This design comes from an exercise in tuning for small area, a short achievable clock period and few clock cycles per item on the open sky130 flow, not from production work.
In this exercise RTL edits were held to simulation tests only and were not proved equivalent to the original.
Power is estimated from default activity; no workload was simulated.

== old ==
Design aq_cache_dir, start of the top module:
module aq_cache_dir (
    input  wire        clk,
    input  wire        rst,
    input  wire        req_valid,
    output wire        req_ready,
    input  wire [31:0] req_pa,
    input  wire        req_write,
    output wire        resp_valid,
    input  wire        resp_ready,
    output wire        resp_bypass,      
    output wire        resp_hit,
    output wire [1:0]  resp_way,         
    output wire        resp_fill,        
    output wire        resp_evict,       
    output wire [25:0] resp_evict_blk,   
    output wire [7:0]  resp_latency      
);
==> flow/config.mk <==
export PLATFORM = sky130hd
export DESIGN_NAME = aq_cache_dir
export DESIGN_NICKNAME = aq_cache_dir
export VERILOG_FILES = /design/flow/design.v
export SDC_FILE = /design/flow/constraint.sdc
export NUM_CORES = 4
export LEC_CHECK = 0
export CAP_MARGIN = 20
export CORE_MARGIN = 2
export CORE_UTILIZATION = 55
export CTS_BUF_LIST = sky130_fd_sc_hd__clkbuf_16
export CTS_CLUSTER_DIAMETER = 60
export CTS_CLUSTER_SIZE = 30
export SLEW_MARGIN = 20
==> flow/constraint.sdc <==
create_clock -name core_clock -period 10.0 [get_ports {clk}]
set_input_delay 2.0000 -clock core_clock [delete_from_list [all_inputs] [get_ports {clk}]]
set_output_delay 2.0000 -clock core_clock [all_outputs]
set_load 0.01 [all_outputs]
standard.sh (not shown) runs the stock make flow with config.mk's settings and CLKGATE_MAP_FILE= SYNTH_SCRIPT=/design/flow/synth_recipe.tcl, a recipe that flattens the netlist after the stock synthesis.
==> flow/flow/run.sh <==
#!/bin/bash
# Standard layout (the standard.sh, standard synthesis unchanged), with the
# setup repair margin raised so that repair_timing works on every path slower
# than the period this design can reach. The clock and constraints are the standard flow's.
set -euo pipefail
bash standard.sh SETUP_SLACK_MARGIN=6.6 finish > standard_flow.log 2>&1
old finished every stage and its layout cleared the timing, DRC and antenna checks.
Testbench counts of old, summed over its fixed seeds: cycles 24,016, items 24,000.
Modified inputs, new compared to old
# old
export LEC_CHECK = 0
export CAP_MARGIN = 20
export CORE_MARGIN = 2
export CORE_UTILIZATION = 55
export CTS_BUF_LIST = sky130_fd_sc_hd__clkbuf_16
export CTS_CLUSTER_DIAMETER = 60
export CTS_CLUSTER_SIZE = 30
export SLEW_MARGIN = 20
create_clock -name core_clock -period 10.0 [get_ports {clk}]
# new
export LEC_CHECK = 0
export CAP_MARGIN = 20
export CORE_MARGIN = 2
export CORE_UTILIZATION = 55
export SLEW_MARGIN = 20
create_clock -name core_clock -period 10.0 [get_ports {clk}]
==> flow/run.sh (new file) <==
#!/bin/bash
# synth_recipe.tcl (not shown) runs the flow's synth.tcl, then flattens the netlist and writes it again
# the make line also repeats each setting of config.mk as NAME=value (left out here)
make -C /OpenROAD-flow-scripts/flow DESIGN_CONFIG=/design/flow/config.mk WORK_HOME=/design/flow/orfs CLKGATE_MAP_FILE= SYNTH_SCRIPT=/design/flow/synth_recipe.tcl finish
removed: flow/flow/run.sh
removed: flow/standard.sh
### Flow results
- Clock group total power | new above old
- Global-route wire length before repair delta for new relative to old: 12% lower
- Lower routed wire length was reported by new, not old.
- Going from old to new, cell count of the worst reg-to-reg path shows an increase of 3, total setup buffers inserted after CTS shows a reduction of 259.

* * *

aq_cache_dir, a different RTL version from the one above (not shown whole).
Size: roughly 7000 cells after synthesis, about 120000 um^2 of cells after synthesis.
==> flow/design.v (excerpt) <==
module aq_cache_dir (
    input  wire        clk,
    input  wire        rst,
    input  wire        req_valid,
    output wire        req_ready,
    input  wire [31:0] req_pa,
    input  wire        req_write,
    output wire        resp_valid,
    input  wire        resp_ready,
    output wire        resp_bypass,      
    output wire        resp_hit,
    output wire [1:0]  resp_way,         
    output wire        resp_fill,        
    output wire        resp_evict,       
    output wire [25:0] resp_evict_blk,   
    output wire [7:0]  resp_latency      
);
Settings: LEC_CHECK=0, CAP_MARGIN=10, CORE_MARGIN=2, CORE_UTILIZATION=65, CTS_BUF_LIST=sky130_fd_sc_hd__clkbuf_16, CTS_CLUSTER_DIAMETER=80, CTS_CLUSTER_SIZE=20, SLEW_MARGIN=10, TNS_END_PERCENT=5; clock period 10.0 ns.
==> flow/flow/run.sh <==
#!/bin/bash
# Standard layout (the standard.sh, standard synthesis unchanged), with
#  - the setup repair margin raised so that repair_timing works on every path
#    slower than the period this design can reach, and
#  - the port buffers (one per input and output, as standard) made buf_4.
# The clock and constraints are the standard flow's.
set -euo pipefail
bash standard.sh SETUP_SLACK_MARGIN=6.6 "BUFFER_PORTS_ARGS=-buffer_cell sky130_fd_sc_hd__buf_4" finish > standard_flow.log 2>&1
Testbench counts at the start, summed over its fixed seeds: cycles 24,024, items 24,000.
Rerun with:
CAP_MARGIN = 20   (was 10)
CORE_UTILIZATION = 55   (was 65)
SLEW_MARGIN = 20   (was 10)
With this change the flow reached the layout checks and failed them: antenna rules.
Utilization goes down by 10 points.
Die area goes up by 18%.
Cell count goes up by 4.6%.
Total power goes up by 0.31%.
Rerun with:
--- a/flow/flow/run.sh
+++ b/flow/flow/run.sh
@@ -8 +8 @@
-bash standard.sh SETUP_SLACK_MARGIN=6.6 "BUFFER_PORTS_ARGS=-buffer_cell sky130_fd_sc_hd__buf_4" finish > standard_flow.log 2>&1
+bash standard.sh SETUP_SLACK_MARGIN=6.8 "BUFFER_PORTS_ARGS=-buffer_cell sky130_fd_sc_hd__buf_4" finish > standard_flow.log 2>&1
=>
- The new run ran to the end with no violations
- die area does not change
- design area stays flat
- final cell count is higher by 0.30%
- power stays flat
- routed wire length came out higher by 0.75%
- clock power is about the same
- first-iteration DRC count went down by 3.4%

* * *

== job 4413 ==
Another version of the RTL of aq_cache_dir (not shown whole).
For scale: about 3300 flip-flops, about 79 I/O pins.
Settings: LEC_CHECK=0, CAP_MARGIN=20, CORE_MARGIN=2, CORE_UTILIZATION=55, CTS_BUF_LIST=sky130_fd_sc_hd__clkbuf_16, CTS_CLUSTER_DIAMETER=80, CTS_CLUSTER_SIZE=20, SLEW_MARGIN=20, TNS_END_PERCENT=5; clock period 10.0 ns.
==> flow/flow/run.sh <==
#!/bin/bash
# Standard layout (the standard.sh, standard synthesis unchanged), with
#  - the setup repair margin raised so that repair_timing works on every path
#    slower than the period this design can reach, and
#  - the port buffers (one per input and output, as standard) made buf_4.
# The clock and constraints are the standard flow's.
set -euo pipefail
bash standard.sh SETUP_SLACK_MARGIN=7.0 "BUFFER_PORTS_ARGS=-buffer_cell sky130_fd_sc_hd__buf_4" finish > standard_flow.log 2>&1
The final layout from job 4413, which completed every stage, passed the timing, DRC and antenna checks at the end of the flow.
Testbench counts of job 4413, summed over its fixed seeds: cycles 24,024, items 24,000.
Edits applied to the flow inputs when going from job 4413 to job 6059:
--- a/flow/flow/run.sh
+++ b/flow/flow/run.sh
@@ -8 +8 @@
-bash standard.sh SETUP_SLACK_MARGIN=7.0 "BUFFER_PORTS_ARGS=-buffer_cell sky130_fd_sc_hd__buf_4" finish > standard_flow.log 2>&1
+bash standard.sh SETUP_SLACK_MARGIN=6.8 "BUFFER_PORTS_ARGS=-buffer_cell sky130_fd_sc_hd__buf_4" finish > standard_flow.log 2>&1
==> run notes <==
Job 4413 ended up with b_tags[1][18] as its last element of the critical path; job 6059 ended up with b_tags[1][9]. Going from job 4413 to job 6059, count of flip-flops with a built-in enable after synthesis barely changed, clock network power consumption dropped about 0.9%. The final layout from job 6059, which completed every stage, passed the timing, DRC and antenna checks at the end of the flow. The final reports for job 6059 and job 4413 show number of stages on the worst setup path higher in the former. On iteration-0 DRC count of the detailed router, job 4413 loses to job 6059. The sequential share of layout area number comes out lower for job 4413 vs job 6059.

==> static timing again, ports no longer ideal <==
The results above use ideal ports. As a check the final layouts listed here were re-extracted and re-timed, cells and wires unchanged. Step 1, drivers: a clkbuf_16 drives clk and a buf_2 each remaining input, both assumed. Step 2 adds t to the input delays and takes it off the output delays; t is the mean of the earliest and latest rising clock arrival at the registers after step 1. Input paths then give back, and output paths get back, about the clock's delay inside the block. Three values: ideal ports, drivers, drivers and shift; two values: the first two.
run | shift t [ns] | setup WS [ns] | worst slew at a driven data input, ns
old | 1.001 | 6.011 / 5.925 / 4.924 | 0.19
new | 1.010 | 4.537 / 4.568 / 3.558 | 0.08
the first run of note 2 | 0.966 | 6.278 / 6.278 / 5.880 | 0.13
the second run of note 2 | 0.964 | 6.449 / 6.437 / 5.809 | 0.04
the third run of note 2 | 0.945 | 6.449 / 6.437 / 5.692 | 0.05
job 4413 | 0.966 | 6.532 / 6.481 / 5.986 | 0.04
job 6059 | 0.948 | 6.497 / 6.456 / 5.981 | 0.04
The setup slack of old, which loses most, moves by -0.086 ns with the drivers and by -1.087 ns with both steps.
